What follows belongs to an exercise in optimizing a design on an open flow for a short achievable clock period and few clock cycles; a production flow would make more cautious choices. Function was checked by simulation only, so behaviour that the tests miss may differ from the original. No activity file was given, so power comes from the tool's default toggle rates.

[design/flow/design.v]
module asd_jtag_engine (
    input  wire        clk,
    input  wire        rst,
    input  wire        start,
    input  wire [11:0] data_size,
    input  wire        hw_mode,
    input  wire        chain_multi,
    input  wire        wscan_enforce,
    output reg         ready,
    output reg         done,
    output reg  [7:0]  status,
    output reg  [11:0] pl_addr,
    input  wire [7:0]  pl_data,
    output reg         call_valid,
    output reg  [3:0]  call_op,
    output reg  [15:0] call_arg,
    output reg  [15:0] call_arg2,
    output reg  [63:0] call_tdi,
    input  wire        call_ack,
    input  wire        call_fail,
    input  wire [63:0] call_rdata,
    output reg         rsp_valid,
    output reg  [7:0]  rsp_data
);
    localparam [3:0] C_SET_TAP_STATE  = 4'd1;
    localparam [3:0] C_SHIFT          = 4'd2;
    localparam [3:0] C_SET_TCK        = 4'd3;
    localparam [3:0] C_SET_PADDING    = 4'd4;
    localparam [3:0] C_WAIT_CYCLES    = 4'd5;
    localparam [3:0] C_TAP_RESET      = 4'd6;
    localparam [3:0] C_SET_CHAIN      = 4'd7;
    localparam [3:0] C_PIN_WRITE      = 4'd8;
    localparam [3:0] C_PIN_READ       = 4'd9;
    localparam [3:0] C_WAIT_PRDY      = 4'd10;
    localparam [3:0] C_WAIT_SYNC      = 4'd11;
    localparam [3:0] C_EVENT_CONFIG   = 4'd12;
    localparam [7:0] ST_SUCCESS   = 8'h00;
    localparam [7:0] ST_JTAG_FAIL = 8'h2A;
    localparam       I_IDLE = 0;
    localparam       I_OP   = 1;
    localparam       I_OPND = 2;
    localparam       I_PEEK = 3;
    localparam       I_END  = 4;
    localparam [4:0] D_IDLE = 5'b00001;
    localparam [4:0] D_OP   = 5'b00010;
    localparam [4:0] D_OPND = 5'b00100;
    localparam [4:0] D_PEEK = 5'b01000;
    localparam [4:0] D_END  = 5'b10000;
    localparam [1:0] E_NONE = 2'd0;
    localparam [1:0] E_PIN  = 2'd1;
    localparam [1:0] E_SCAN = 2'd2;
    reg        rdy;
    reg [11:0] na;             
    reg        rv;             
    reg        dv;             
    reg [7:0]  pd;             
    reg        k_tap;          
    reg        k_adopt;        
    reg [1:0]  k_skip;         
    reg [3:0]  k_nb;           
    reg [6:0]  k_nbits;        
    reg        k_len1, k_len2, k_len4;
    reg        k_op12, k_op13, k_op14;
    reg        k_lt48;         
    reg        k_zero;         
    reg        k_b31;          
    reg [9:0]  k_tck;          
    reg        pdv;            
    reg [4:0]  dst;
    reg        dfail;
    reg [11:0] pc;             
    reg [11:0] rem;            
    reg [16:0] le;             
    reg        rs_fix;         
    reg        jpend;          
    reg        jprep;          
    reg        jpeek;          
    reg [11:0] jtgt;
    reg        jmc;            
    reg [4:0]  jk;
    reg [7:0]  cur_op;
    reg [3:0]  ocnt;           
    reg [2:0]  oidx;           
    reg [63:0] opnd;
    reg        m_hw, m_cm, m_we;
    reg [3:0]  tap;            
    reg [7:0]  x6;             
    reg        unres;          
    reg        uwalk;          
    reg [1:0]  skind;
    reg [2:0]  sidx;           
    reg [3:0]  cand;           
    reg        p_valid;        
    reg [3:0]  p_end;
    reg [2:0]  p_idx;
    reg [11:0] wpc, wrem;      
    reg [11:0] rwpc, rwrem;    
    reg        jrw;            
    reg [3:0]  f_cop   [0:7];
    reg [15:0] f_arg   [0:7];
    reg [15:0] f_arg2  [0:7];
    reg [63:0] f_tdi   [0:7];
    reg [1:0]  f_emit  [0:7];
    reg [3:0]  f_nb    [0:7];
    reg        f_chain [0:7];
    reg [7:0]  f_op    [0:7];
    reg [3:0]  f_tap   [0:7];
    reg [7:0]  f_x6    [0:7];
    reg        f_res   [0:7];
    reg [2:0]  wp, rp;
    wire [2:0] count = wp - rp;    
    reg [3:0]  c_cop;
    reg [15:0] c_arg, c_arg2;
    reg [63:0] c_tdi;
    reg [1:0]  c_emit;
    reg [3:0]  c_nb;
    reg        c_chain;
    reg [7:0]  c_op;
    reg [3:0]  c_tap;
    reg [7:0]  c_x6;
    reg [63:0] ebuf;
    reg [3:0]  ecnt;           
    wire [7:0] b = pd;
    function [3:0] scan_nb(input [5:0] n6);
        scan_nb = (n6 == 6'd0) ? 4'd8 : ({1'b0, n6[5:3]} + {3'd0, (n6[2:0] != 3'd0)});
    endfunction
    function [1:0] skip_len(input [7:0] o);    
        case (o)
            8'h00, 8'h01, 8'h02, 8'h03, 8'h10, 8'h11: skip_len = 2'd1;
            8'h04, 8'h05:                             skip_len = 2'd2;
            default:                                  skip_len = 2'd0;
        endcase
    endfunction
    function adopt(input [7:0] o);
        adopt = (o[7:4] == 4'h2) &&
                ((o[3:0] == 4'd1) || (o[3:0] == 4'd6) || (o[3:0] == 4'd13));
    endfunction
    wire [1:0]  b_skip    = k_skip;
    wire [3:0]  b_nb      = k_nb;
    wire [6:0]  b_nbits   = k_nbits;
    wire [6:0]  p_div     = (pl_data[5:0] == 6'd0) ? 7'd64 : {1'b0, pl_data[5:0]};
    wire [6:0]  cur_nbits = (cur_op[5:0] == 6'd0) ? 7'd64 : {1'b0, cur_op[5:0]};
    wire [3:0]  cur_nb    = scan_nb(cur_op[5:0]);
    wire [11:0] rem_m1    = rem - 12'd1;
    wire [11:0] pc_p1     = pc + 12'd1;
    wire [11:0] pc_p2     = pc + 12'd2;
    wire [11:0] pc_p3     = pc + 12'd3;
    wire [11:0] pc_p4     = pc + 12'd4;
    wire [11:0] wpc_p2    = wpc + 12'd2;
    wire [11:0] wpc_p3    = wpc + 12'd3;
    wire [11:0] wpc_p4    = wpc + 12'd4;
    wire [11:0] na_p1     = na + 12'd1;
    wire        rem_zero  = le[0] && !rs_fix;
    wire        le_nb     = le[k_nb];                   
    wire        le_mc     = le[{1'b0, b[3:0]} + 5'd1];  
    wire [16:0] le_m1     = {(rem <= 12'd17), le[16:1]};
    reg  [16:0] le_rem, le_ds;
    integer     li;
    always @(*) begin
        for (li = 0; li < 17; li = li + 1) begin
            le_rem[li] = (rem <= li);
            le_ds[li]  = (data_size <= li);
        end
    end
    wire        wrem_gt2  = (wrem[11:4] != 8'd0) || (wrem[3:0] > 4'd2);
    wire        wrem_gt3  = (wrem[11:4] != 8'd0) || (wrem[3:0] > 4'd3);
    wire [9:0]  jtag_tck = k_tck;
    wire [4:0]  multi_k  = {1'b0, b[3:0]} + 5'd1;
    wire [11:0] pc_jk    = pc + {7'd0, jk};
    reg        t_push;
    reg [3:0]  t_cop;
    reg [15:0] t_arg, t_arg2;
    reg [63:0] t_tdi;
    reg [1:0]  t_emit;
    reg [3:0]  t_nb;
    reg        t_chain;
    reg [3:0]  t_tap;
    reg        t_res;
    reg [7:0]  t_op;
    reg        t_patch;
    reg [3:0]  t_pend;
    reg        t_unpush;
    reg        t_jump;
    reg        t_pjump;        
    reg [11:0] t_jt;
    reg        t_proc;
    reg        t_fail;
    reg        t_end;
    reg        t_opnd;         
    reg        t_newop;        
    reg [3:0]  t_ocnt;
    reg        t_newscan;      
    reg        t_walk;         
    reg        t_peek;         
    reg        t_rewind;       
    reg        t_mc;           
    reg        t_setx6;
    reg        t_settap;
    wire [1:0]  e_kind = (dst[I_OPND]) ? cur_op[7:6] : b[7:6];
    wire        x_tap  = (pl_data[7:4] == 4'h2);
    wire        e_ok   = le[1] ||
                         (dv && (x_tap ? !(m_hw && !le[2])
                                       : ((pl_data[7:6] == e_kind) || ((e_kind == 2'b01) && !m_we))));
    wire [3:0]  e_end  = (!le[1] && x_tap) ? pl_data[3:0] : tap;
    always @(*) begin
        t_tdi     = opnd;
        t_tdi[oidx*8 +: 8] = b;
        t_cop     = C_TAP_RESET;
        t_arg     = 16'd0;
        t_arg2    = 16'd0;
        t_emit    = E_NONE;
        t_nb      = 4'd1;
        t_chain   = 1'b0;
        t_tap     = tap;
        t_res     = 1'b1;
        t_op      = (dst[I_OPND]) ? cur_op : b;
        if (dst[I_OPND]) begin
            if (cur_op[7:6] != 2'b00) begin
                t_cop  = C_SHIFT;
                t_arg  = {6'd0, 1'b1, (cur_op[7:6] == 2'b11), 1'b0, cur_nbits};
                t_emit = (cur_op[7:6] == 2'b11) ? E_SCAN : E_NONE;
                t_nb   = cur_nb;
                t_res  = e_ok;
                t_arg2 = {12'd0, e_end};
                t_tap  = e_end;
            end else begin
                case (cur_op[4:0])
                    5'h00: begin
                        t_cop  = C_EVENT_CONFIG;
                        t_arg  = {9'd0, b[6:0]};
                        t_arg2 = {15'd0, b[7]};
                    end
                    5'h01: begin
                        t_cop  = C_SET_TCK;
                        t_arg  = {6'd0, k_tck};
                    end
                    5'h02, 5'h03: begin
                        t_cop  = C_SET_PADDING;
                        t_arg  = {8'd0, b};
                        t_arg2 = {15'd0, cur_op[0]};
                    end
                    5'h04, 5'h05: begin
                        t_cop  = C_SET_PADDING;
                        t_arg  = {b, opnd[7:0]};
                        t_arg2 = {14'd0, 1'b1, cur_op[0]};
                    end
                    5'h07: begin
                        if (!b[6]) begin
                            t_cop  = C_PIN_WRITE;
                            t_arg  = {10'd0, b[5:0]};
                            t_arg2 = {15'd0, b[7]};
                        end else begin
                            t_cop   = C_SET_CHAIN;
                            t_arg   = {15'd0, b[0]};
                            t_chain = 1'b1;
                        end
                    end
                    5'h08, 5'h09, 5'h0A, 5'h0B,
                    5'h0C, 5'h0D, 5'h0E, 5'h0F: begin
                        t_cop  = C_PIN_READ;
                        t_arg  = {9'd0, b[6:0]};
                        t_emit = E_PIN;
                    end
                    5'h10, 5'h11: begin
                        t_cop  = C_WAIT_CYCLES;
                        t_arg  = {7'd0, k_zero, b};
                        t_arg2 = {15'd0, cur_op[0]};
                    end
                    default: begin
                        t_cop  = C_WAIT_SYNC;
                        t_arg  = opnd[15:0];
                        t_arg2 = {b, opnd[23:16]};
                    end
                endcase
            end
        end else begin
            if (b[7]) begin
                t_cop  = C_SHIFT;
                t_arg  = {6'd0, 1'b0, 1'b1, 1'b0, k_nbits};
                t_emit = E_SCAN;
                t_nb   = k_nb;
                t_res  = e_ok;
                t_arg2 = {12'd0, e_end};
                t_tap  = e_end;
            end else if (k_tap) begin
                t_cop  = C_SET_TAP_STATE;
                t_arg  = {12'd0, b[3:0]};
                t_tap  = b[3:0];
            end else if (k_op12) begin
                t_cop  = C_WAIT_PRDY;
                t_arg  = {8'd0, x6};
            end else begin
                t_cop  = C_TAP_RESET;
                t_tap  = 4'd0;
            end
        end
    end
    always @(*) begin
        t_push    = 1'b0;
        t_patch   = 1'b0;
        t_pend    = tap;
        t_unpush  = 1'b0;
        t_jump    = 1'b0;
        t_pjump   = 1'b0;
        t_jt      = pc;
        t_proc    = 1'b0;
        t_fail    = 1'b0;
        t_end     = 1'b0;
        t_opnd    = 1'b0;
        t_newop   = 1'b0;
        t_ocnt    = 4'd1;
        t_newscan = 1'b0;
        t_walk    = 1'b0;
        t_peek    = 1'b0;
        t_rewind  = 1'b0;
        t_mc      = 1'b0;
        t_setx6   = 1'b0;
        t_settap  = 1'b0;
        case (1'b1)
            dst[I_OP]: begin
                if (rem_zero) begin
                    if (unres) begin
                        t_patch = 1'b1;
                        t_pend  = uwalk ? cand : tap;
                    end
                    t_end = 1'b1;
                end else if (pdv) begin
                    t_proc = 1'b1;
                    if (unres && !uwalk) begin
                        if (k_tap) begin
                            if (m_hw && !le[1]) begin
                                t_walk = 1'b1;
                            end else begin
                                t_patch = 1'b1;
                                t_pend  = b[3:0];
                            end
                        end else if ((b[7:6] == skind) || ((skind == 2'b01) && !m_we)) begin
                            t_patch = 1'b1;
                            t_pend  = tap;
                        end else begin
                            t_unpush = 1'b1;
                            t_proc   = 1'b0;
                            t_fail   = 1'b1;
                        end
                    end else if (unres && uwalk) begin
                        if ((k_skip == 2'd1) ? !le[2] : (k_skip == 2'd2) ? !le[3] : 1'b0) begin
                            t_proc  = 1'b0;
                            t_jump  = 1'b1;
                            t_pjump = 1'b1;
                            t_peek  = 1'b1;
                            t_jt    = (k_skip == 2'd1) ? pc_p2 : pc_p3;
                        end else begin
                            t_patch = 1'b1;
                            t_pend  = k_adopt ? b[3:0] : cand;
                        end
                    end
                    if (t_proc) begin
                        if (b[7:6] != 2'b00) begin
                            if (b[7:6] == 2'b10) begin
                                t_push    = 1'b1;
                                t_newscan = 1'b1;
                            end else if (le_nb) begin
                                t_fail = 1'b1;
                            end else begin
                                t_newop = 1'b1;
                                t_ocnt  = k_nb;
                            end
                        end else if (k_tap) begin
                            t_push   = 1'b1;
                            t_settap = 1'b1;
                        end else if (k_len1) begin
                            if (le[1]) t_fail = 1'b1;
                            else begin t_newop = 1'b1; t_ocnt = 4'd1; end
                        end else if (k_len2) begin
                            if (le[2]) t_fail = 1'b1;
                            else begin t_newop = 1'b1; t_ocnt = 4'd2; end
                        end else if (k_len4) begin
                            if (le[4]) t_fail = 1'b1;
                            else begin t_newop = 1'b1; t_ocnt = 4'd4; end
                        end else if (k_op12) begin
                            t_push = 1'b1;
                        end else if (k_op14) begin
                            t_push   = 1'b1;
                            t_settap = 1'b1;
                        end else if (!k_op13) begin
                            t_fail = 1'b1;
                        end
                    end
                end
            end
            dst[I_OPND]: begin
                if (pdv) begin
                    t_opnd = 1'b1;
                    if (ocnt == 4'd1) begin
                        if (cur_op[7:6] != 2'b00) begin
                            t_push    = 1'b1;
                            t_newscan = 1'b1;
                        end else begin
                            case (cur_op[4:0])
                                5'h00: t_push = k_lt48;
                                5'h06: t_setx6 = 1'b1;
                                5'h07: begin
                                    if (!b[6]) begin
                                        t_push = 1'b1;
                                    end else if (!m_cm) begin
                                        if (k_b31) t_fail = 1'b1;
                                        else                t_push = 1'b1;
                                    end else begin
                                        if (le_mc) begin
                                            t_fail = 1'b1;
                                        end else begin
                                            t_mc   = 1'b1;
                                            t_jump = 1'b1;
                                        end
                                    end
                                end
                                default: t_push = 1'b1;
                            endcase
                        end
                    end
                end
            end
            dst[I_PEEK]: begin
                if (pdv) begin
                    if ((k_skip == 2'd1) ? wrem_gt2 : (k_skip == 2'd2) ? wrem_gt3 : 1'b0) begin
                        t_jump  = 1'b1;
                        t_pjump = 1'b1;
                        t_jt    = (k_skip == 2'd1) ? wpc_p2 : wpc_p3;
                    end else begin
                        t_patch  = 1'b1;
                        t_pend   = k_adopt ? b[3:0] : cand;
                        t_jump   = 1'b1;
                        t_rewind = 1'b1;
                    end
                end
            end
            default: ;
        endcase
    end
    wire        i_hs     = call_valid && call_ack;
    wire        i_cfail  = i_hs && call_fail;
    wire        i_chain  = i_hs && !call_fail && c_chain;
    wire        i_emit   = i_hs && !call_fail && !c_chain && (c_emit != E_NONE);
    wire        i_want   = (call_valid ? (call_ack && !call_fail && !c_chain && (c_emit == E_NONE))
                                       : (ecnt[3:1] == 3'd0));
    wire        i_qne    = (wp != rp);
    wire        i_ppend  = p_valid && (p_idx == rp);
    wire [3:0]  i_hend   = i_ppend ? p_end : t_pend;
    wire        i_hres   = f_res[rp] || i_ppend || (t_patch && (sidx == rp));
    wire        i_pop    = i_want && i_qne && i_hres;
    wire        i_byp    = i_want && !i_qne && t_push && t_res;
    wire        i_cv     = (call_valid && !call_ack) || i_chain || i_pop || i_byp;
    wire [3:0]  i_ecnt   = i_emit ? c_nb : ((ecnt == 4'd0) ? 4'd0 : (ecnt - 4'd1));
    wire        i_done   = (dst[I_END]) && !i_qne && !i_cv && (i_ecnt == 4'd0);
    wire        t_credit = !count[2];
    wire        t_jreq   = jpend && !jprep && (jpeek || t_credit);
    wire        t_req    = !jpend && (dst[I_OP] || (dst[I_OPND])) && t_credit;
    wire        t_qin    = t_push && !i_byp;
    wire        t_qout   = i_pop || t_unpush;
    wire [11:0] jtgt_p1  = jtgt + 12'd1;
    wire [3:0]  n_cop  = i_chain ? C_PIN_WRITE : i_qne ? f_cop[rp] : t_cop;
    wire [15:0] n_arg  = i_chain ? 16'd16 : i_qne ? f_arg[rp] : t_arg;
    wire [15:0] n_arg2 = i_chain ? {15'd0, c_arg[0]} :
                         i_qne ? (f_res[rp] ? f_arg2[rp] : {12'd0, i_hend}) : t_arg2;
    wire [63:0] n_tdi  = i_chain ? c_tdi : i_qne ? f_tdi[rp] : t_tdi;
    always @(posedge clk)
        ready <= rst || (rdy ? !start : (i_cfail || i_done));
    always @(posedge clk) begin
        pd      <= pl_data;
        k_tap   <= (pl_data[7:4] == 4'h2);
        k_adopt <= adopt(pl_data);
        k_skip  <= skip_len(pl_data);
        k_nb    <= scan_nb(pl_data[5:0]);
        k_nbits <= (pl_data[5:0] == 6'd0) ? 7'd64 : {1'b0, pl_data[5:0]};
        k_len1  <= ((pl_data[7:4] == 4'h0) && (pl_data[7:1] != 7'b0000010)) ||
                   (pl_data[7:1] == 7'b0001000);
        k_len2  <= (pl_data[7:1] == 7'b0000010);
        k_len4  <= (pl_data == 8'h19);
        k_op12  <= (pl_data == 8'h12);
        k_op13  <= (pl_data == 8'h13);
        k_op14  <= (pl_data == 8'h14);
        k_lt48  <= (pl_data[6:0] < 7'd48);
        k_zero  <= (pl_data == 8'd0);
        k_b31   <= (pl_data[3:1] != 3'd0);
        k_tck   <= {3'b000, p_div} << pl_data[7:6];
        if (t_opnd)
            opnd[oidx*8 +: 8] <= b;
        if (pdv && (dst[I_OP])) begin
            cur_op <= b;
            ocnt   <= t_ocnt;
            oidx   <= 3'd0;
        end else if (t_opnd) begin
            ocnt   <= ocnt - 4'd1;
            oidx   <= oidx + 3'd1;
        end
        if (rdy) begin
            m_hw <= hw_mode;
            m_cm <= chain_multi;
            m_we <= wscan_enforce;
        end
        if (pdv && (dst[I_OP]))
            skind <= b[7:6];
        else if (pdv && (dst[I_OPND]) && (ocnt == 4'd1))
            skind <= cur_op[7:6];
        if (t_newscan)
            sidx  <= wp;
        if (t_walk)
            cand <= b[3:0];
        if (pdv && (dst[I_OP])) begin
            rwpc  <= pc;
            rwrem <= rem;
            wpc   <= t_jt;
            wrem  <= rem - ((b_skip == 2'd1) ? 12'd2 : 12'd3);
        end else if (pdv && (dst[I_PEEK])) begin
            wpc   <= t_jt;
            wrem  <= wrem - ((b_skip == 2'd1) ? 12'd2 : 12'd3);
        end
        f_cop[wp]   <= t_cop;
        f_arg[wp]   <= t_arg;
        f_arg2[wp]  <= t_arg2;
        f_tdi[wp]   <= t_tdi;
        f_emit[wp]  <= t_emit;
        f_nb[wp]    <= t_nb;
        f_chain[wp] <= t_chain;
        f_op[wp]    <= t_op;
        f_tap[wp]   <= t_tap;
        f_x6[wp]    <= x6;
        f_res[wp]   <= t_res;
        if (p_valid) begin
            f_arg2[p_idx] <= {12'd0, p_end};
            f_tap[p_idx]  <= p_end;
            f_res[p_idx]  <= 1'b1;
        end
        p_end <= t_pend;
        p_idx <= sidx;
        if ((!call_valid || call_ack) && (i_chain || i_qne || pdv)) begin
            c_cop  <= n_cop;
            c_arg  <= n_arg;
            c_arg2 <= n_arg2;
            c_tdi  <= n_tdi;
        end
        if (!call_valid || call_ack) begin
            call_op   <= n_cop;
            call_arg  <= n_arg;
            call_arg2 <= n_arg2;
            call_tdi  <= n_tdi;
        end else begin
            call_op   <= c_cop;
            call_arg  <= c_arg;
            call_arg2 <= c_arg2;
            call_tdi  <= c_tdi;
        end
        if (!call_valid || call_ack) begin
            if (i_chain) begin
                c_chain   <= 1'b0;
            end else if (i_qne) begin
                c_emit    <= f_emit[rp];
                c_nb      <= f_nb[rp];
                c_chain   <= f_chain[rp];
                c_op      <= f_op[rp];
                c_tap     <= f_res[rp] ? f_tap[rp] : i_hend;
                c_x6      <= f_x6[rp];
            end else begin
                c_emit    <= t_emit;
                c_nb      <= t_nb;
                c_chain   <= t_chain;
                c_op      <= t_op;
                c_tap     <= t_tap;
                c_x6      <= x6;
            end
        end
        if (i_hs) begin
            rsp_data <= c_op;
            ebuf     <= (c_emit == E_PIN) ? {56'd0, call_rdata[0], c_arg[6:0]} : call_rdata;
        end else begin
            rsp_data <= ebuf[7:0];
            ebuf     <= {8'd0, ebuf[63:8]};
        end
        if (i_cfail)
            status <= ST_JTAG_FAIL;
        else
            status <= dfail ? ST_JTAG_FAIL : ST_SUCCESS;
    end
    always @(posedge clk) begin
        if (rst) begin
            rdy        <= 1'b1;
            done       <= 1'b0;
            pl_addr    <= 12'd0;
            na         <= 12'd0;
            call_valid <= 1'b0;
            rsp_valid  <= 1'b0;
            ecnt       <= 4'd0;
            rv         <= 1'b0;
            dv         <= 1'b0;
            pdv        <= 1'b0;
            dst        <= D_IDLE;
            dfail      <= 1'b0;
            pc         <= 12'd0;
            rem        <= 12'd0;
            le         <= 17'd1;
            rs_fix     <= 1'b0;
            jpend      <= 1'b0;
            jprep      <= 1'b0;
            tap        <= 4'd0;
            x6         <= 8'd0;
            unres      <= 1'b0;
            uwalk      <= 1'b0;
            p_valid    <= 1'b0;
            wp         <= 3'd0;
            rp         <= 3'd0;
        end else if (rdy) begin
            done      <= 1'b0;
            rsp_valid <= 1'b0;
            pdv       <= 1'b0;
            if (start) begin
                rdy     <= 1'b0;
                pc      <= 12'd0;
                rem     <= data_size;
                le      <= le_ds;
                rs_fix  <= 1'b0;
                jpend   <= 1'b0;
                jprep   <= 1'b0;
                jmc     <= 1'b0;
                jrw     <= 1'b0;
                dst     <= D_OP;
                dfail   <= 1'b0;
                unres   <= 1'b0;
                uwalk   <= 1'b0;
                p_valid <= 1'b0;
                wp      <= 3'd0;
                rp      <= 3'd0;
                dv      <= 1'b1;
                rv      <= 1'b1;
                pl_addr <= 12'd1;
                na      <= 12'd2;
            end else begin
                pl_addr <= 12'd0;
                rv      <= 1'b0;
                dv      <= 1'b0;
            end
        end else begin
            rs_fix <= 1'b0;
            if (pdv && (dst[I_OP] || (dst[I_OPND]))) begin
                pc  <= pc_p1;
                rem <= rem_m1;
                le  <= le_m1;
            end else if (t_jreq && jmc) begin
                pc     <= jtgt;
                rem    <= rem - {7'd0, jk};
                rs_fix <= 1'b1;
            end else if (t_jreq && jrw) begin
                pc     <= rwpc;
                rem    <= rwrem;
                rs_fix <= 1'b1;
            end else if (rs_fix) begin
                le <= le_rem;
            end
            if (t_end)
                dst <= D_END;
            else if (t_fail)
                dst <= D_END;
            else if (t_peek)
                dst <= D_PEEK;
            else if (t_rewind)
                dst <= D_OP;
            else if (t_newop)
                dst <= D_OPND;
            else if (t_opnd && (ocnt == 4'd1))
                dst <= D_OP;
            if (t_end)
                dfail <= 1'b0;
            else if (t_fail)
                dfail <= 1'b1;
            if (t_settap)
                tap <= t_tap;
            if (t_setx6)
                x6 <= b;
            if (t_newscan) begin
                unres <= !e_ok;
                uwalk <= 1'b0;
            end else if (t_walk) begin
                uwalk <= 1'b1;
            end else if (t_patch || t_unpush) begin
                unres <= 1'b0;
            end
            p_valid <= t_patch && !(i_pop && (sidx == rp));
            if (t_unpush)
                wp <= wp - 3'd1;
            else if (t_push && !i_byp)
                wp <= wp + 3'd1;
            if (i_pop)
                rp <= rp + 3'd1;
            dv  <= rv && !t_jump && !jpend;
            pdv <= dv && !t_jump;
            if (!jpend) begin
                jpeek <= t_pjump;
                jmc   <= t_mc;
                jk    <= multi_k;
                jrw   <= t_rewind;
                jtgt  <= t_rewind ? rwpc : t_jt;
            end
            if (jprep)
                jtgt <= pc_jk;
            jprep <= t_jump && t_mc;
            if (t_jump)
                jpend <= 1'b1;
            else if (t_jreq)
                jpend <= 1'b0;
            pl_addr <= (dst[I_END] || (dst[I_IDLE])) ? 12'd0 : (jpend ? jtgt : na);
            rv      <= t_jreq || t_req;
            if (t_jreq)
                na <= jtgt_p1;
            else if (t_req)
                na <= na_p1;
            call_valid <= i_cv;
            rsp_valid  <= i_emit || (ecnt != 4'd0);
            ecnt       <= i_ecnt;
            done <= 1'b0;
            if (i_cfail) begin
                done    <= 1'b1;
                rdy     <= 1'b1;
                tap     <= c_tap;
                x6      <= c_x6;
                dst     <= D_IDLE;
                unres   <= 1'b0;
                pl_addr <= 12'd0;
                rv      <= 1'b0;
                dv      <= 1'b0;
            end else if (i_done) begin
                done    <= 1'b1;
                rdy     <= 1'b1;
                dst     <= D_IDLE;
            end
        end
    end
endmodule
[design/flow/flow/run.sh]
#!/bin/bash
export BUFFER_PORTS_ARGS="-buffer_cell sky130_fd_sc_hd__buf_4"
bash standard.sh > standard.log 2>&1
[design/flow/standard.sh]
#!/bin/bash
# synth_recipe.tcl (not shown) runs the flow's synth.tcl, then flattens the netlist and writes it again
# the make line also repeats each setting of config.mk as NAME=value (left out here)
make -C /OpenROAD-flow-scripts/flow DESIGN_CONFIG=/design/flow/config.mk WORK_HOME=/design/flow/orfs CLKGATE_MAP_FILE= SYNTH_SCRIPT=/design/flow/synth_recipe.tcl "${@:-finish}"
[design/flow/config.mk]
export PLATFORM = sky130hd
export DESIGN_NAME = asd_jtag_engine
export DESIGN_NICKNAME = asd_jtag_engine
export VERILOG_FILES = /design/flow/design.v
export SDC_FILE = /design/flow/constraint.sdc
export NUM_CORES = 4
export LEC_CHECK = 0
export ABC_CLOCK_PERIOD_IN_PS = 2500
export CAP_MARGIN = 20
export CORE_MARGIN = 2
export CORE_UTILIZATION = 55
export SETUP_SLACK_MARGIN = 3.4
export SLEW_MARGIN = 20
[design/flow/constraint.sdc]
create_clock -name core_clock -period 6.0 [get_ports {clk}]
set_input_delay 1.2000 -clock core_clock [delete_from_list [all_inputs] [get_ports {clk}]]
set_output_delay 1.2000 -clock core_clock [all_outputs]
set_load 0.01 [all_outputs]
==> impl_metrics.env, run 1 <==
export IMPL_outcome="timing/DRC/antenna clean"
export IMPL_hpwlAfterDp_mm=116.4
export IMPL_yosys_area_top_type="edfxtp_1"
export IMPL_top_usage_layer="met2"
export IMPL_use_met1=0.4113
export IMPL_grt_max_degree=108
export IMPL_fin_skew_ps=23.27
export IMPL_hold_viol_final=0
export IMPL_slew_headroom=0.2644
export IMPL_grt_met2_usage=0.4934
export IMPL_clockPowerShare=0.390
export IMPL_dieArea_um2=129100
export IMPL_cp_slowest_stage_delay_ps=610
export IMPL_gr_total_overflow=0
export IMPL_cts_tree="done"
export IMPL_antenna_found_initial=9
export IMPL_fin_crit_sh=0.4428
export IMPL_worstPathArrival_ps=3170
export IMPL_cts_buffers=170
export IMPL_postSynth_asyncResetShare=0
export IMPL_holdPathEnd="p_idx[2]"
export IMPL_cp_end_kind="register"
export IMPL_rsz0062_at_grt="true"
export IMPL_synth_edf_count=1203
export IMPL_final_antenna_net_count=0
export IMPL_clock_root_buffer="clkbuf_16"
export IMPL_regToRegEndpoint="jtgt[7]"
export IMPL_grt_total_usage=0.3034
export IMPL_place_ws_ps=1942
export IMPL_worst_hold_path_type="reg -> reg"
export IMPL_port_buffers=218
export IMPL_crit_path_start_kind="register"
export IMPL_io_pins=224
export IMPL_grt_pass1_vias=44690
export IMPL_reg2reg_slack_ps=3340
export IMPL_rows=130
export IMPL_netlist_instances=5200
export IMPL_cp_required_ps=6520
export IMPL_ys_seq_elements=1642
export IMPL_clock_fmax_ghz=0.3764
export IMPL_combPwrFrac=0.118
export IMPL_clk_latency_ps=800
export IMPL_synthXorXnorAreaFrac=0.01009
export IMPL_cts_buffer_depth=3
export IMPL_path_class="reg -> reg"
export IMPL_maxSlewViolCount=0
export IMPL_clk_pin_slew_worst_paths_ps=70
export IMPL_num_nets_final=5599
export IMPL_setup_violations_final=0
export IMPL_yosysSeqAreaShare=0.6467
export IMPL_coreArea_um2=125400
export IMPL_synth_top_family_by_area="multiplexers"
export IMPL_seqPwrFrac=0.492
export IMPL_cts_sinks=1642
export IMPL_vdd_drop_max_mv=0.2919
export IMPL_period_needed_ps=2657
export IMPL_setup_slack_ps=3343
export IMPL_h_tree_depth=4
export IMPL_worstHoldStart="sidx[2]"
export IMPL_area_delta_synth_final_pct=17.89
export IMPL_critPathLaunch="le[3]"
export IMPL_firstDrtPassIters=6
export IMPL_p_leak_nw=27.85
export IMPL_drt_iter0_markers=4883
export IMPL_layout_drive_gt1_share=0.2513
export IMPL_via_count=45670
export IMPL_synthMuxAreaShare=0.1164
export IMPL_critPathSlowestCell="a2111o_2"
export IMPL_synthesis_area_um2=69450
export IMPL_power_density_nw_per_um2=332.7
export IMPL_synth_main_ff_cell="edfxtp_1"
export IMPL_drt_wl_total_mm=200.5
export IMPL_die_w_um=359.3
export IMPL_hold_depth=0
export IMPL_viasPerCell=6.295
export IMPL_critPathMaxFanout=5
export IMPL_avgSynthCellArea_um2=13.36
export IMPL_p_int_mw=20.56
export IMPL_dieHeight_um=359.3
export IMPL_drc=0
export IMPL_grt_pass1_wl_mm=291.4
export IMPL_switching_share=0.2452
export IMPL_timing_rr_start="le[3]"
export IMPL_gp_congestion=0.9138
export IMPL_yosys_area_share_adder=0.008792
export IMPL_initial_core_util=0.5538
export IMPL_use_met3=0.05617
export IMPL_wl_per_cell_um=27.64
export IMPL_tightest_slew_ps=1102
export IMPL_maxCapViolations=0
export IMPL_synth_distinct_cells=100
export IMPL_synth_top_cell_area_share=0.5202
export IMPL_tns_ps=0
export IMPL_synth_area_top_cells="edfxtp_1, dfxtp_1, mux4_2"
export IMPL_crit_chain="or3b_4 -> a2111o_2 -> nor4_4 -> xor2_1 -> a221o_2 -> nor3_2 -> a211oi_2"
export IMPL_synth_simple_gate_area_frac=0.08862
export IMPL_net_switching_power_mw=6.678
export IMPL_synth_compound_area_share=0.1029
export IMPL_r2r_cells=7
export IMPL_yosys_warnings=1
flip-flops by register name, summed over array words and instances, names as in the netlist, 17 cells and up, named ones only:
name / count
ebuf: 64
f_nb: 32
f_cop: 32
le: 17
opnd: 64
c_tdi: 64
f_op: 64
f_x6: 64
f_arg: 128
call_tdi: 64
f_tdi: 512
f_arg2: 128
f_tap: 32
what timing repair did:
item | CTS | global route
setup buffers | 97 | 42
cloned | 5 | 7
pin swaps | 28 | 36
hold buffers | 0 | 0
resized for setup | 301 | 193
endpoints found under the setup margin | 1635 | 485
power groups by stage:
stage,Sequential (mW),Clock [mW],Combinational [mW]
6_report,13.4,10.6,3.20
2_1_floorplan,13.6,0,1.65
4_1_cts,13.4,10.8,3.07
3_3_place_gp,13.6,0,2.75
5_1_grt,13.5,11.2,3.44
3_5_place_dp,13.7,0,2.79
cell usage in the layout, fill, tap and decap left out, types with 33 or more instances in the layout:
cell type,instances
a211oi_1,53
a21oi_1,284
a21oi_2,40
a22o_1,64
buf_12,34
buf_4,379
clkbuf_1,36
clkbuf_16,181
clkinv_2,33
dfxtp_1,395
edfxtp_1,1203
ha_1,37
inv_1,63
mux2_2,35
mux2i_1,161
mux4_2,265
nand2_1,623
nand3_1,77
nor2_1,308
nor3_1,61
o211ai_1,36
o21ai_0,262
xnor2_1,45
xor2_1,33
routing by layer:
layer / routed length [um] / vias up
met5: 57 / -
met4: 7177 / 8
met3: 14950 / 389
met2: 96120 / 1803
met1: 82190 / 23160
li1: - / 20300
layout make-up:
type                       count  area [um^2]
antenna                        1        2.502
clock inverter                76        720.7
inverter                      88        419.2
fill                        9240        43540
timing repair buffer         453         4170
multi-input combinational   3105        24560
clock buffer                 239         4911
tap                         1650         2064
sequential                  1642        45020
critical path: cells and delay by family, from the launching register on:
family,cells,cell delay [ps]
compound gates,3,1040
xor+xnor,1,110
flops,1,360
simple gates,3,870
cell families (layout without fill, tap and decap cells):
| logic type | count (synthesis) | in the layout |
|---|---|---|
| flip-flops | 1642 | 1642 |
| AO/OA/AOI/OAI | 1116 | 1118 |
| buffers and inverters | 463 | 856 |
| other | 1 | 6 |
| multiplexers | 471 | 471 |
| XOR/XNOR | 80 | 80 |
| adder cells (fa/ha/maj) | 47 | 47 |
| AND/OR/NAND/NOR | 1380 | 1384 |
Yosys cell counts, drive strengths merged, types with 9 or more instances:
cell and count:
a21oi 337, a21o 12, nor4 34, nand3b 9, xnor2 47, nor2 330
and2 34, o211ai 36, a211oi 59, o31ai 17, o21a 10, o41ai 13
or3 30, and3 21, ha 44, nand2 638, nor3b 17, a32o 11
nand2b 20, mux2i 166, mux2 40, buf 103, a221oi 10, a311oi 10
nor2b 42, o32ai 11, o21ai 306, xor2 33, nand3 83, nand4 13
a31oi 30, clkbuf 272, a22o 116, o22ai 12, dfxtp 439, inv 88
nor3 75, o221ai 10, a22oi 19, o211a 9, mux4 265, edfxtp 1203
stage by stage:
stage / total power, mW / instance area (um^2) / hold WS (ps) / std cells / util
final: 27.24 / 81870 / 372.3 / 7254 / 0.6528
after global routing: 28.12 / 81870 / 402.6 / 7254 / 0.6528
after CTS: 27.24 / 80600 / 378.1 / 7204 / 0.6427
after detailed placement: 16.44 / 72850 / 382.2 / 6787 / 0.5809
after global placement: 16.40 / 72850 / 376.1 / 6787 / 0.5809
after floorplan: 15.21 / 69760 / 368.7 / 5204 / -
worst max-delay path by stage:
stage                    end  cells past startpoint
3_5_place_dp   call_arg2[15]                      7
5_1_grt              jtgt[7]                      7
2_1_floorplan      c_arg2[0]                      6
3_3_place_gp    call_arg2[4]                      7
4_1_cts               tap[2]                      7
6_report             jtgt[7]                      7
Testbench counts, summed over its fixed seeds: cycles 128,088.
==> run 2, diff against run 1 <==
--- a/design/flow/config.mk
+++ b/design/flow/config.mk
@@ -5,7 +5,7 @@
 export SDC_FILE = /design/flow/constraint.sdc
 export NUM_CORES = 4
 export LEC_CHECK = 0
-export ABC_CLOCK_PERIOD_IN_PS = 2500
+export ABC_CLOCK_PERIOD_IN_PS = 1800
 export CAP_MARGIN = 20
 export CORE_MARGIN = 2
 export CORE_UTILIZATION = 55
==> run 2 against run 1 <==
  * Sequential power barely moved
  * Wire length unchanged
  * Largest cell class unchanged
  * Clock skew unchanged
  * Via count unchanged
  * Register-to-register slack barely moved
  * Non-clock buffer count did not move
  * Core utilization unchanged
  * Maximum frequency did not move
==> impl_metrics.env, run 2 <==
export IMPL_outcome="timing/DRC/antenna clean"
export IMPL_maxCapViolations=0
export IMPL_place_ws_ps=1942
export IMPL_hold_viol_final=0
export IMPL_topRoutingLayerUsed="met5"
export IMPL_gr_total_overflow=0
export IMPL_clk_latency_ps=800
export IMPL_path_class="reg -> reg"
export IMPL_power_density_nw_per_um2=332.7
export IMPL_yosys_area_top_type="edfxtp_1"
export IMPL_postSynth_asyncResetShare=0
export IMPL_initial_core_util=0.5538
export IMPL_r2r_cells=7
export IMPL_cp_required_ps=6520
export IMPL_grt_max_degree=108
export IMPL_dieArea_um2=129100
export IMPL_synth_common_cells="edfxtp_1, nand2_1, dfxtp_1"
export IMPL_drt_wl_total_mm=200.5
export IMPL_tightest_slew_ps=1102
export IMPL_die_w_um=359.3
export IMPL_rsz0062_at_grt="true"
export IMPL_timing_rr_start="le[3]"
export IMPL_yosysMostFrequentCell="edfxtp_1"
export IMPL_avgSynthCellArea_um2=13.36
export IMPL_cts_buffers=170
export IMPL_yosys_warnings=1
export IMPL_final_common_cell="edfxtp_1"
export IMPL_clk_pin_slew_worst_paths_ps=70
export IMPL_worstPathArrival_ps=3170
export IMPL_ys_seq_elements=1642
export IMPL_viasPerCell=6.295
export IMPL_register_area_um2=45020
export IMPL_clock_fmax_ghz=0.3764
export IMPL_wl_per_cell_um=27.64
export IMPL_worstHoldStart="sidx[2]"
export IMPL_synth_distinct_cells=100
export IMPL_area_delta_synth_final_pct=17.89
export IMPL_final_antenna_net_count=0
export IMPL_met1_length_mm=82.19
export IMPL_vdd_drop_max_mv=0.2919
export IMPL_cts_tree="done"
export IMPL_via_count=45670
export IMPL_netlist_instances=5200
export IMPL_cp_slowest_stage_delay_ps=610
export IMPL_grt_pass1_vias=44690
export IMPL_multiInputGateArea_um2=24560
export IMPL_dr_wl_met3_mm=14.95
export IMPL_synthesis_area_um2=69450
export IMPL_crit_chain="or3b_4 -> a2111o_2 -> nor4_4 -> xor2_1 -> a221o_2 -> nor3_2 -> a211oi_2"
export IMPL_coreArea_um2=125400
export IMPL_fin_skew_ps=23.27
export IMPL_reg2reg_slack_ps=3340
export IMPL_n_fill_cell=9240
export IMPL_slew_headroom=0.2644
export IMPL_h_tree_depth=4
export IMPL_dieHeight_um=359.3
export IMPL_p_leak_nw=27.85
export IMPL_cp_end_kind="register"
export IMPL_num_nets_final=5599
export IMPL_worst_hold_path_type="reg -> reg"
export IMPL_gp_congestion=0.9138
export IMPL_final_cell_mix="edfxtp_1, nand2_1, dfxtp_1"
export IMPL_rows=130
export IMPL_crit_path_start_kind="register"
export IMPL_holdPathEnd="p_idx[2]"
export IMPL_grt_total_usage=0.3034
export IMPL_io_pins=224
export IMPL_wl_met2_mm=96.12
export IMPL_cts_buffer_depth=3
export IMPL_reg_top3="f_tdi x512, f_arg2 x128, f_arg x128"
export IMPL_port_buffers=218
export IMPL_synth_main_ff_cell="edfxtp_1"
export IMPL_yosysSeqAreaShare=0.6467
export IMPL_grt_pass1_wl_mm=291.4
export IMPL_regToRegEndpoint="jtgt[7]"
export IMPL_maxSlewViolCount=0
export IMPL_setup_slack_ps=3343
export IMPL_clock_root_buffer="clkbuf_16"
export IMPL_cts_hold_buf=0
export IMPL_hold_depth=0
export IMPL_fin_crit_sh=0.4428
export IMPL_synth_edf_count=1203
export IMPL_drt_iter0_markers=4883
export IMPL_hpwlAfterDp_mm=116.4
export IMPL_period_needed_ps=2657
export IMPL_largest_register="f_tdi"
export IMPL_path_buf_inv=0
export IMPL_critical_path_top_delay_family="compound AO/OA/AOI/OAI gates"
export IMPL_cts_sinks=1642
export IMPL_setup_violations_final=0
export IMPL_synth_top_cell_area_share=0.5202
export IMPL_antenna_found_initial=9
export IMPL_largest_reg_flops=512
export IMPL_firstDrtPassIters=6
export IMPL_drc=0
export IMPL_layout_drive_gt1_share=0.2513
export IMPL_tns_ps=0
export IMPL_critPathMaxFanout=5
export IMPL_critPathSlowestCell="a2111o_2"
export IMPL_synth_area_top_cells="edfxtp_1, dfxtp_1, mux4_2"
## run 2: worst max path at each step
stage	startpoint	to	slack (ps)	cells past startpoint
3_3_place_gp	call_ack	call_arg2[4]	1950	7
2_1_floorplan	call_ack	c_arg2[0]	2030	6
3_5_place_dp	call_ack	call_arg2[15]	1940	7
6_report	le[3]	jtgt[7]	3340	7
5_1_grt	le[3]	jtgt[7]	3280	7
4_1_cts	dst[1]	tap[2]	3290	7
## run 2: routing by layer
layer,GRT usage,vias to the layer above
li1,-,20300
met1,0.4113,23160
met2,0.4934,1803
met3,0.05617,389
met4,0.1091,8
met5,0,-
## run 2: cells by family after synthesis
group | Yosys count | synth area share
simple gates | 1380 | 0.08862
mux | 471 | 0.1164
fa+ha+maj | 47 | 0.008792
compound gates | 1116 | 0.1029
other cells | 1 | 0.00005400
xor+xnor | 80 | 0.01009
flops | 1642 | 0.6467
buf+inv | 463 | 0.02648
## run 2: cell type report
cell class                      instances  area share
Antenna cell                            1  0.00003057
Clock buffer                          239     0.05999
Clock inverter                         76    0.008803
Inverter                               88    0.005120
Multi-Input combinational cell       3105      0.3000
Sequential cell                      1642      0.5499
Tap cell                             1650     0.02522
Timing Repair Buffer                  453     0.05094
## run 2: timing repair
item | in CTS | in global routing
resized for setup | 301 | 193
pin swaps | 28 | 36
endpoints found under the setup margin | 1635 | 485
buffers inserted | 97 | 42
gates cloned | 5 | 7
## run 2: through the flow
stage / area (um^2) / instances / utilization / hold WS, ps / power, mW
2_1_floorplan: 69760 / 5204 / - / 368.7 / 15.21
3_3_place_gp: 72850 / 6787 / 0.5809 / 376.1 / 16.40
3_5_place_dp: 72850 / 6787 / 0.5809 / 382.2 / 16.44
4_1_cts: 80600 / 7204 / 0.6427 / 378.1 / 27.24
5_1_grt: 81870 / 7254 / 0.6528 / 402.6 / 28.12
6_report: 81870 / 7254 / 0.6528 / 372.3 / 27.24
## run 2: where the power goes
part | switching, mW | internal (mW) | leakage [nW]
combinational | 1.94 | 1.27 | 10.3
clock | 4.41 | 6.22 | 2.78
sequential | 0.335 | 13.1 | 14.7
total | 6.68 | 20.6 | 27.8
==> run 3, diff against run 2 <==
--- a/design/flow/design.v
+++ b/design/flow/design.v
@@ -79,6 +79,7 @@
     reg        jmc;            
     reg [4:0]  jk;
     reg [7:0]  cur_op;
+    reg [9:0]  ck;             
     reg [3:0]  ocnt;           
     reg [2:0]  oidx;           
     reg [63:0] opnd;
@@ -215,7 +216,7 @@
         t_res     = 1'b1;
         t_op      = (dst[I_OPND]) ? cur_op : b;
         if (dst[I_OPND]) begin
-            if (cur_op[7:6] != 2'b00) begin
+            if (ck[0]) begin
                 t_cop  = C_SHIFT;
                 t_arg  = {6'd0, 1'b1, (cur_op[7:6] == 2'b11), 1'b0, cur_nbits};
                 t_emit = (cur_op[7:6] == 2'b11) ? E_SCAN : E_NONE;
@@ -224,54 +225,21 @@
                 t_arg2 = {12'd0, e_end};
                 t_tap  = e_end;
             end else begin
-                case (cur_op[4:0])
-                    5'h00: begin
-                        t_cop  = C_EVENT_CONFIG;
-                        t_arg  = {9'd0, b[6:0]};
-                        t_arg2 = {15'd0, b[7]};
-                    end
-                    5'h01: begin
-                        t_cop  = C_SET_TCK;
-                        t_arg  = {6'd0, k_tck};
-                    end
-                    5'h02, 5'h03: begin
-                        t_cop  = C_SET_PADDING;
-                        t_arg  = {8'd0, b};
-                        t_arg2 = {15'd0, cur_op[0]};
-                    end
-                    5'h04, 5'h05: begin
-                        t_cop  = C_SET_PADDING;
-                        t_arg  = {b, opnd[7:0]};
-                        t_arg2 = {14'd0, 1'b1, cur_op[0]};
-                    end
-                    5'h07: begin
-                        if (!b[6]) begin
-                            t_cop  = C_PIN_WRITE;
-                            t_arg  = {10'd0, b[5:0]};
-                            t_arg2 = {15'd0, b[7]};
-                        end else begin
-                            t_cop   = C_SET_CHAIN;
-                            t_arg   = {15'd0, b[0]};
-                            t_chain = 1'b1;
-                        end
-                    end
-                    5'h08, 5'h09, 5'h0A, 5'h0B,
-                    5'h0C, 5'h0D, 5'h0E, 5'h0F: begin
-                        t_cop  = C_PIN_READ;
-                        t_arg  = {9'd0, b[6:0]};
-                        t_emit = E_PIN;
-                    end
-                    5'h10, 5'h11: begin
-                        t_cop  = C_WAIT_CYCLES;
-                        t_arg  = {7'd0, k_zero, b};
-                        t_arg2 = {15'd0, cur_op[0]};
-                    end
-                    default: begin
-                        t_cop  = C_WAIT_SYNC;
-                        t_arg  = opnd[15:0];
-                        t_arg2 = {b, opnd[23:16]};
-                    end
-                endcase
+                t_cop   = ({4{ck[1]}} & C_EVENT_CONFIG) | ({4{ck[2]}} & C_SET_TCK) |
+                          ({4{ck[3] | ck[4]}} & C_SET_PADDING) |
+                          ({4{ck[6] && !b[6]}} & C_PIN_WRITE) | ({4{ck[6] && b[6]}} & C_SET_CHAIN) |
+                          ({4{ck[7]}} & C_PIN_READ) | ({4{ck[8]}} & C_WAIT_CYCLES) |
+                          ({4{ck[9]}} & C_WAIT_SYNC);
+                t_arg   = ({16{ck[1] | ck[7]}} & {9'd0, b[6:0]}) | ({16{ck[2]}} & {6'd0, k_tck}) |
+                          ({16{ck[3]}} & {8'd0, b}) | ({16{ck[4]}} & {b, opnd[7:0]}) |
+                          ({16{ck[6] && !b[6]}} & {10'd0, b[5:0]}) | ({16{ck[6] && b[6]}} & {15'd0, b[0]}) |
+                          ({16{ck[8]}} & {7'd0, k_zero, b}) | ({16{ck[9]}} & opnd[15:0]);
+                t_arg2  = ({16{ck[1] | (ck[6] && !b[6])}} & {15'd0, b[7]}) |
+                          ({16{ck[3] | ck[8]}} & {15'd0, cur_op[0]}) |
+                          ({16{ck[4]}} & {14'd0, 1'b1, cur_op[0]}) |
+                          ({16{ck[9]}} & {b, opnd[23:16]});
+                t_emit  = ck[7] ? E_PIN : E_NONE;
+                t_chain = ck[6] && b[6];
             end
         end else begin
             if (b[7]) begin
@@ -392,14 +360,13 @@
                 if (pdv) begin
                     t_opnd = 1'b1;
                     if (ocnt == 4'd1) begin
-                        if (cur_op[7:6] != 2'b00) begin
+                        if (ck[0]) begin
                             t_push    = 1'b1;
                             t_newscan = 1'b1;
                         end else begin
-                            case (cur_op[4:0])
-                                5'h00: t_push = k_lt48;
-                                5'h06: t_setx6 = 1'b1;
-                                5'h07: begin
+                            if (ck[1]) t_push = k_lt48;
+                            else if (ck[5]) t_setx6 = 1'b1;
+                            else if (ck[6]) begin
                                     if (!b[6]) begin
                                         t_push = 1'b1;
                                     end else if (!m_cm) begin
@@ -414,8 +381,7 @@
                                         end
                                     end
                                 end
-                                default: t_push = 1'b1;
-                            endcase
+                            else t_push = 1'b1;
                         end
                     end
                 end
@@ -452,12 +418,16 @@
     wire        i_cv     = (call_valid && !call_ack) || i_chain || i_pop || i_byp;
     wire [3:0]  i_ecnt   = i_emit ? c_nb : ((ecnt == 4'd0) ? 4'd0 : (ecnt - 4'd1));
     wire        i_done   = (dst[I_END]) && !i_qne && !i_cv && (i_ecnt == 4'd0);
-    wire        t_credit = !count[2];
+    reg         credit_r;       
+    wire        t_credit = credit_r;
     wire        t_jreq   = jpend && !jprep && (jpeek || t_credit);
     wire        t_req    = !jpend && (dst[I_OP] || (dst[I_OPND])) && t_credit;
     wire        t_qin    = t_push && !i_byp;
     wire        t_qout   = i_pop || t_unpush;
     wire [11:0] jtgt_p1  = jtgt + 12'd1;
+    wire        j_step   = (k_skip == 2'd1) ? wrem_gt2 : (k_skip == 2'd2) ? wrem_gt3 : 1'b0;
+    wire [11:0] j_tgt    = (dst[I_PEEK]) ? (j_step ? ((k_skip == 2'd1) ? wpc_p2 : wpc_p3) : rwpc)
+                                         : ((k_skip == 2'd1) ? pc_p2 : pc_p3);
     wire [3:0]  n_cop  = i_chain ? C_PIN_WRITE : i_qne ? f_cop[rp] : t_cop;
     wire [15:0] n_arg  = i_chain ? 16'd16 : i_qne ? f_arg[rp] : t_arg;
     wire [15:0] n_arg2 = i_chain ? {15'd0, c_arg[0]} :
@@ -487,6 +457,9 @@
             opnd[oidx*8 +: 8] <= b;
         if (pdv && (dst[I_OP])) begin
             cur_op <= b;
+            ck     <= {(b == 8'h19), (b[7:1] == 7'h08), (b[7:3] == 5'h01), (b == 8'h07),
+                       (b == 8'h06), (b[7:1] == 7'h02), (b[7:1] == 7'h01), (b == 8'h01),
+                       (b == 8'h00), (b[7:6] != 2'b00)};
             ocnt   <= t_ocnt;
             oidx   <= 3'd0;
         end else if (t_opnd) begin
@@ -601,6 +574,7 @@
             rs_fix     <= 1'b0;
             jpend      <= 1'b0;
             jprep      <= 1'b0;
+            credit_r   <= 1'b1;
             tap        <= 4'd0;
             x6         <= 8'd0;
             unres      <= 1'b0;
@@ -620,6 +594,7 @@
                 rs_fix  <= 1'b0;
                 jpend   <= 1'b0;
                 jprep   <= 1'b0;
+                credit_r <= 1'b1;
                 jmc     <= 1'b0;
                 jrw     <= 1'b0;
                 dst     <= D_OP;
@@ -683,6 +658,14 @@
             end else if (t_patch || t_unpush) begin
                 unres <= 1'b0;
             end
+            if (t_qin)
+                credit_r <= i_pop ? (count <= 3'd3) : (count <= 3'd2);
+            else if (i_pop && t_unpush)
+                credit_r <= (count <= 3'd5);
+            else if (i_pop || t_unpush)
+                credit_r <= (count <= 3'd4);
+            else
+                credit_r <= (count <= 3'd3);
             p_valid <= t_patch && !(i_pop && (sidx == rp));
             if (t_unpush)
                 wp <= wp - 3'd1;
@@ -697,7 +680,7 @@
                 jmc   <= t_mc;
                 jk    <= multi_k;
                 jrw   <= t_rewind;
-                jtgt  <= t_rewind ? rwpc : t_jt;
+                jtgt  <= j_tgt;
             end
             if (jprep)
                 jtgt <= pc_jk;
--- a/design/flow/config.mk
+++ b/design/flow/config.mk
@@ -5,7 +5,7 @@
 export SDC_FILE = /design/flow/constraint.sdc
 export NUM_CORES = 4
 export LEC_CHECK = 0
-export ABC_CLOCK_PERIOD_IN_PS = 1800
+export ABC_CLOCK_PERIOD_IN_PS = 2500
 export CAP_MARGIN = 20
 export CORE_MARGIN = 2
 export CORE_UTILIZATION = 55
==> run 3 against run 2 <==
  * Still clean on timing, DRC and antenna
  * Count of clock-buffer cells in the layout unchanged
  * Die area about the same
  * Area after synthesis about the same
  * Critical endpoint is now c_arg2[0]
  * Largest cell class unchanged
==> impl_metrics.env, run 3 <==
export IMPL_outcome="timing/DRC/antenna clean"
export IMPL_cp_end_kind="register"
export IMPL_maxSlewViolCount=0
export IMPL_grt_max_degree=144
export IMPL_clock_fmax_ghz=0.3659
export IMPL_seqPwrFrac=0.507
export IMPL_crit_path_start_kind="input port"
export IMPL_synth_distinct_cells=85
export IMPL_period_needed_ps=2733
export IMPL_synthXorXnorAreaFrac=0.01184
export IMPL_io_pins=224
export IMPL_synth_top_cell_area_share=0.5240
export IMPL_avgSynthCellArea_um2=13.31
export IMPL_layout_drive_gt1_share=0.2315
export IMPL_gp_congestion=0.8995
export IMPL_placed_cells=6823
export IMPL_die_w_um=359.5
export IMPL_antenna_found_initial=7
export IMPL_final_cells=7276
export IMPL_rows=130
export IMPL_dieHeight_um=359.5
export IMPL_synth_top_family_by_area="multiplexers"
export IMPL_critPathMaxFanout=5
export IMPL_maxCapViolations=0
export IMPL_slew_headroom=0.2326
export IMPL_cts_buffers=171
export IMPL_netlist_instances=5221
export IMPL_yosysSeqAreaShare=0.6507
export IMPL_wl_per_cell_um=27.43
export IMPL_clockPowerShare=0.414
export IMPL_drt_wl_total_mm=199.6
export IMPL_yosys_area_share_adder=0.009071
export IMPL_timing_rr_start="dst[1]"
export IMPL_drt_iter0_markers=5285
export IMPL_via_count=46040
export IMPL_cts_sinks=1653
export IMPL_yosys_warnings=1
export IMPL_port_buffers=218
export IMPL_gr_total_overflow=0
export IMPL_dieArea_um2=129300
export IMPL_hpwlAfterDp_mm=112.1
export IMPL_path_class="in -> reg"
export IMPL_synth_area_top_cells="edfxtp_1, dfxtp_1, mux4_2"
export IMPL_yosysMostFrequentCell="edfxtp_1"
export IMPL_viasPerCell=6.328
export IMPL_drc=0
export IMPL_grt_pass1_vias=44420
export IMPL_final_antenna_net_count=0
export IMPL_h_tree_depth=4
export IMPL_regToRegEndpoint="dst[3]"
export IMPL_hold_viol_final=0
export IMPL_reg_top3="f_tdi x512, f_arg2 x128, f_arg x128"
export IMPL_cts_buffer_depth=3
export IMPL_p_leak_nw=27.21
export IMPL_largest_register="f_tdi"
export IMPL_grt_pass1_wl_mm=290.2
export IMPL_synth_common_cells="edfxtp_1, nor2_1, nand2_1"
export IMPL_vdd_drop_max_mv=0.2902
export IMPL_synthesis_area_um2=69520
export IMPL_net_switching_power_mw=5.991
export IMPL_synthMuxAreaShare=0.1161
export IMPL_grt_total_usage=0.3012
export IMPL_synth_edf_count=1213
export IMPL_area_delta_synth_final_pct=17.04
export IMPL_final_util=0.6479
export IMPL_largest_reg_flops=512
export IMPL_power_density_nw_per_um2=313.6
export IMPL_fin_skew_ps=28.67
export IMPL_tightest_slew_ps=1150
export IMPL_cts_tree="done"
export IMPL_worstPathArrival_ps=3290
export IMPL_r2r_cells=8
export IMPL_rsz0062_at_grt="true"
export IMPL_critPathLaunch="pl_data[7]"
export IMPL_worst_hold_path_type="reg -> reg"
export IMPL_setup_slack_ps=3267
export IMPL_coreArea_um2=125600
export IMPL_setup_violations_final=0
export IMPL_clk_pin_slew_worst_paths_ps=60
export IMPL_combPwrFrac=0.078
export IMPL_initial_core_util=0.5536
export IMPL_synth_main_ff_cell="edfxtp_1"
export IMPL_clock_root_buffer="clkbuf_16"
export IMPL_place_ws_ps=2036
export IMPL_final_cell_mix="edfxtp_1, nor2_1, nand2_1"
export IMPL_p_int_mw=19.53
export IMPL_synth_compound_area_share=0.09727
export IMPL_firstDrtPassIters=6
export IMPL_synth_simple_gate_area_frac=0.09077
export IMPL_reg2reg_slack_ps=3320
export IMPL_crit_end="c_arg2[0]"
export IMPL_num_nets_final=5613
export IMPL_tns_ps=0
export IMPL_ys_seq_elements=1653
export IMPL_yosys_area_top_type="edfxtp_1"
export IMPL_clk_latency_ps=820
export IMPL_cp_required_ps=6550
export IMPL_switching_share=0.2348
export IMPL_fin_crit_sh=0.4556
export IMPL_postSynth_asyncResetShare=0
export IMPL_final_common_cell="edfxtp_1"
run 3: per-layer routing:
layer / up-vias / global-route usage / part of all wire
met5: - / 0 / 0.00013
met4: 4 / 0.09277 / 0.028
met3: 377 / 0.04738 / 0.087
met2: 2091 / 0.4735 / 0.47
met1: 23300 / 0.4360 / 0.42
li1: 20270 / - / -
run 3: worst max-delay path, stage by stage:
cell,delay [ps]
buf_12,110
or4b_4,620
nor2_4,140
buf_4,120
mux2_4,310
a21oi_4,260
a31oi_1,130
a211oi_1,280
nor2_1,90
run 3: how the worst min path moves through the flow:
stage / start / end / slack (ps) / cells past startpoint
floorplan: sidx[0] / p_idx[0] / 370 / 0
global placement: sidx[0] / p_idx[0] / 380 / 0
detailed placement: sidx[0] / p_idx[0] / 380 / 0
CTS: sidx[0] / p_idx[0] / 400 / 0
global route: sidx[0] / p_idx[0] / 420 / 0
finish: sidx[1] / p_idx[1] / 400 / 0
run 3: logic make-up after synthesis:
group,count (synthesis)
flops,1653
other cells,1
xor+xnor,94
simple gates,1450
fa+ha+maj,48
compound gates,1077
buf+inv,428
mux,470
run 3: repair_timing:
action | CTS | global route
endpoints found under the setup margin | 1774 | 453
resized for setup | 235 | 155
hold buffers | 0 | 0
cloned | 14 | 10
setup buffers | 50 | 52
pin swaps | 22 | 24
run 3: layout make-up:
class / count / area, um^2
Timing Repair inverter: 6 / 37.54
Tap cell: 1650 / 2064
Inverter: 68 / 319.1
Sequential cell: 1653 / 45340
Multi-Input combinational cell: 3150 / 24050
Clock inverter: 85 / 868.3
Antenna cell: 2 / 5.005
Clock buffer: 239 / 4765
Fill cell: 9399 / 44210
Timing Repair Buffer: 423 / 3918
run 3: stage by stage:
| stage | power, mW | hold WS (ps) | cell area, um^2 |
|---|---|---|---|
| after global routing | 26.33 | 420.9 | 81360 |
| after detailed placement | 14.96 | 382.2 | 72970 |
| final | 25.52 | 401.6 | 81360 |
| after CTS | 25.60 | 403.9 | 80040 |
| after global placement | 14.94 | 381.4 | 72960 |
| after floorplan | 14.19 | 368.7 | 69930 |
run 3: power groups by stage:
stage / clock, mW / combinational [mW] / sequential [mW]
after CTS: 10.7 / 1.91 / 12.9
after global routing: 11.2 / 2.15 / 13.0
after global placement: 0 / 1.77 / 13.2
after floorplan: 0 / 1.07 / 13.1
after detailed placement: 0 / 1.78 / 13.2
final: 10.6 / 2.00 / 12.9
Testbench counts of run 3, summed over its fixed seeds: cycles 128,088.
==> run 4, diff against run 3 <==
--- a/design/flow/design.v
+++ b/design/flow/design.v
@@ -197,12 +197,8 @@
     reg        t_mc;           
     reg        t_setx6;
     reg        t_settap;
-    wire [1:0]  e_kind = (dst[I_OPND]) ? cur_op[7:6] : b[7:6];
-    wire        x_tap  = (pl_data[7:4] == 4'h2);
-    wire        e_ok   = le[1] ||
-                         (dv && (x_tap ? !(m_hw && !le[2])
-                                       : ((pl_data[7:6] == e_kind) || ((e_kind == 2'b01) && !m_we))));
-    wire [3:0]  e_end  = (!le[1] && x_tap) ? pl_data[3:0] : tap;
+    wire        e_ok   = 1'b0;
+    wire [3:0]  e_end  = tap;
     always @(*) begin
         t_tdi     = opnd;
         t_tdi[oidx*8 +: 8] = b;
==> run 4 against run 3 <==
  * Maximum frequency decreased by 3.0%
  * Worst hold slack improved by 2.4 ps
  * Global-route usage increased by 0.58 points
  * Total power decreased by 1.5%
  * Clock power about the same
  * Combinational power decreased by 7%
  * Wire length increased by 0.32%
==> impl_metrics.env, run 4 <==
export IMPL_viasPerCell=6.291
export IMPL_fin_area_um2=80980
export IMPL_final_cell_mix="edfxtp_1, nor2_1, nand2_1"
export IMPL_dieHeight_um=359.0
export IMPL_total_power_mw=25.14
export IMPL_ys_seq_elements=1653
export IMPL_cts_sinks=1653
export IMPL_switching_share=0.2325
export IMPL_cp_required_ps=6540
export IMPL_hold_viol_final=0
export IMPL_cts_hold_buf=0
export IMPL_fin_crit_sh=0.4697
export IMPL_synth_area_top_cells="edfxtp_1, dfxtp_1, mux4_2"
export IMPL_crit_path_start_kind="register"
export IMPL_avgSynthCellArea_um2=13.35
export IMPL_path_buf_inv=2
export IMPL_p_leak_nw=27.31
export IMPL_coreArea_um2=125400
export IMPL_gr_total_overflow=0
export IMPL_final_cells=7227
export IMPL_setup_slack_ps=3182
export IMPL_wl_per_cell_um=27.71
export IMPL_clk_pin_slew_worst_paths_ps=60
export IMPL_final_util=0.6458
export IMPL_yosys_area_top_type="edfxtp_1"
export IMPL_cts_buffer_depth=3
export IMPL_firstDrtPassIters=6
export IMPL_postSynth_asyncResetShare=0
export IMPL_fin_hold_ws_ps=404.0
export IMPL_reg_top3="f_tdi x512, f_arg2 x128, f_arg x128"
export IMPL_cp_slowest_stage_delay_ps=550
export IMPL_rsz0062_at_grt="true"
export IMPL_vdd_drop_max_mv=0.3229
export IMPL_outcome="timing/DRC/antenna clean"
export IMPL_largest_register="f_tdi"
export IMPL_initial_core_util=0.5528
export IMPL_period_needed_ps=2818
export IMPL_grt_pass1_wl_mm=294.4
export IMPL_final_common_cell="edfxtp_1"
export IMPL_power_density_nw_per_um2=310.4
export IMPL_seqPwrFrac=0.514
export IMPL_synth_top_cell_area_share=0.5254
export IMPL_place_ws_ps=2044
export IMPL_via_count=45460
export IMPL_largest_reg_flops=512
export IMPL_clockPowerShare=0.411
export IMPL_fin_skew_ps=38.18
export IMPL_cts_buffers=171
export IMPL_yosys_warnings=1
export IMPL_synthesis_area_um2=69330
export IMPL_final_antenna_net_count=0
export IMPL_place_area_um2=72560
export IMPL_grt_max_degree=116
export IMPL_clock_root_buffer="clkbuf_16"
export IMPL_clock_fmax_ghz=0.3549
export IMPL_worst_hold_path_type="reg -> reg"
export IMPL_grt_pass1_vias=43870
export IMPL_area_delta_synth_final_pct=16.81
export IMPL_slew_headroom=0.2161
export IMPL_maxCapViolations=0
export IMPL_tightest_slew_ps=1176
export IMPL_p_int_mw=19.29
export IMPL_antenna_found_initial=11
export IMPL_worstPathArrival_ps=3360
export IMPL_h_tree_depth=4
export IMPL_num_nets_final=5566
export IMPL_crit_chain="or4_4 -> or4_4 -> o21ai_4 -> buf_12 -> buf_12 -> and4_4 -> nor4_4 -> a22oi_2 -> a21oi_1"
export IMPL_critPathSlowestCell="or4_4"
export IMPL_hpwlAfterDp_mm=109.7
export IMPL_rows=130
export IMPL_critPathMaxFanout=4
export IMPL_port_buffers=218
export IMPL_placed_cells=6773
export IMPL_synth_main_ff_cell="edfxtp_1"
export IMPL_path_class="reg -> reg"
export IMPL_drc=0
export IMPL_cts_tree="done"
export IMPL_drt_iter0_markers=5053
export IMPL_yosysMostFrequentCell="edfxtp_1"
export IMPL_clk_latency_ps=810
export IMPL_tns_ps=0
export IMPL_dieArea_um2=128900
export IMPL_synth_common_cells="edfxtp_1, nor2_1, nand2_1"
export IMPL_combPwrFrac=0.074
export IMPL_layout_drive_gt1_share=0.2323
export IMPL_maxSlewViolCount=0
export IMPL_cp_end_kind="register"
export IMPL_synth_distinct_cells=89
export IMPL_setup_violations_final=0
export IMPL_grt_total_usage=0.3070
export IMPL_die_w_um=359.0
export IMPL_gp_congestion=0.8973
export IMPL_yosysSeqAreaShare=0.6524
export IMPL_netlist_instances=5194
export IMPL_io_pins=224
export IMPL_critical_path_top_delay_family="simple AND/OR/NAND/NOR gates"
export IMPL_synth_edf_count=1213
export IMPL_drt_wl_total_mm=200.2
export IMPL_net_switching_power_mw=5.843
run 4: timing repair:
item                                    4_1_cts  5_1_grt
buffers inserted                             63       44
gates resized for setup                     258      178
pin swaps                                    40       48
gates cloned                                 19        4
endpoints found under the setup margin     1660      423
run 4: kinds of logic after synthesis:
family	count (synthesis)	share of synthesized area
AOI/OAI and AO/OA	1040	0.09451
DFF	1653	0.6524
adders and majority gates	48	0.009096
buffers and inverters	428	0.02402
muxes	467	0.1155
xor gates and xnor gates	97	0.01225
other	1	0.00005409
and+or+nand+nor	1460	0.09211
run 4: layout make-up:
cell class | instances | area [um^2]
fill | 9298 | 44420
antenna | 2 | 5.005
timing repair inverter | 3 | 20.02
clock buffer | 251 | 4886
multi-input combinational | 3125 | 23930
tap | 1650 | 2064
timing repair buffer | 415 | 3899
inverter | 57 | 267.8
sequential | 1653 | 45340
clock inverter | 71 | 573.1
run 4: final timing paths:
check / start / to / slack (ps) / cells after the start
max: wrem[6] / c_tap[0] / 3180 / 9
min: sidx[0] / p_idx[0] / 400 / 0
max reg2reg: wrem[6] / c_tap[0] / 3180 / 9
min reg2reg: sidx[0] / p_idx[0] / 400 / 0
run 4: power by group through the flow:
stage	sequential (mW)	combinational (mW)	clock, mW
4_1_cts	12.9	1.82	10.5
6_report	12.9	1.87	10.3
5_1_grt	13.0	2.01	10.9
3_5_place_dp	13.2	1.68	0
2_1_floorplan	13.1	0.991	0
3_3_place_gp	13.2	1.66	0
run 4: metal layers:
metal  track usage  share of wire
met1        0.4482           0.42
met2        0.4763           0.46
met3       0.05458          0.087
met4       0.08861          0.026
met5             0        0.00053
Testbench counts of run 4, summed over its fixed seeds: cycles 128,749.

-- re-timing with driven ports --
In the flow no input, the clock included, has a driving cell. The finished layouts below were timed again as built, in two steps.
Step 1 sets driving cells, clkbuf_16 on the clock port and buf_2 on the other inputs (assumed; they add their load-dependent delay and slew).
Step 2 moves the port delays by t, midway between the first and last clock arrival at a register: inputs arrive t later, outputs are due t later. That takes back most of the time a late clock gives input paths.
Slacks: no drivers / after step 1 / after step 2; pairs: no drivers / after step 1.
run | t (ns) | setup slack, ns | hold WS [ns]
run 1 | 0.868 | 3.343 / 3.308 / 2.474 | 0.372 / 0.372 / 0.372
run 2 | 0.868 | 3.343 / 3.308 / 2.474 | 0.372 / 0.372 / 0.372
run 3 | 0.877 | 3.267 / 3.167 / 2.289 | 0.402 / 0.402 / 0.402
run 4 | 0.873 | 3.182 / 3.182 / 2.724 | 0.404 / 0.404 / 0.404
After both steps every run listed still meets setup and hold. The setup slack of run 3, which loses most, moves by -0.100 ns with the drivers and by -0.978 ns with both steps.
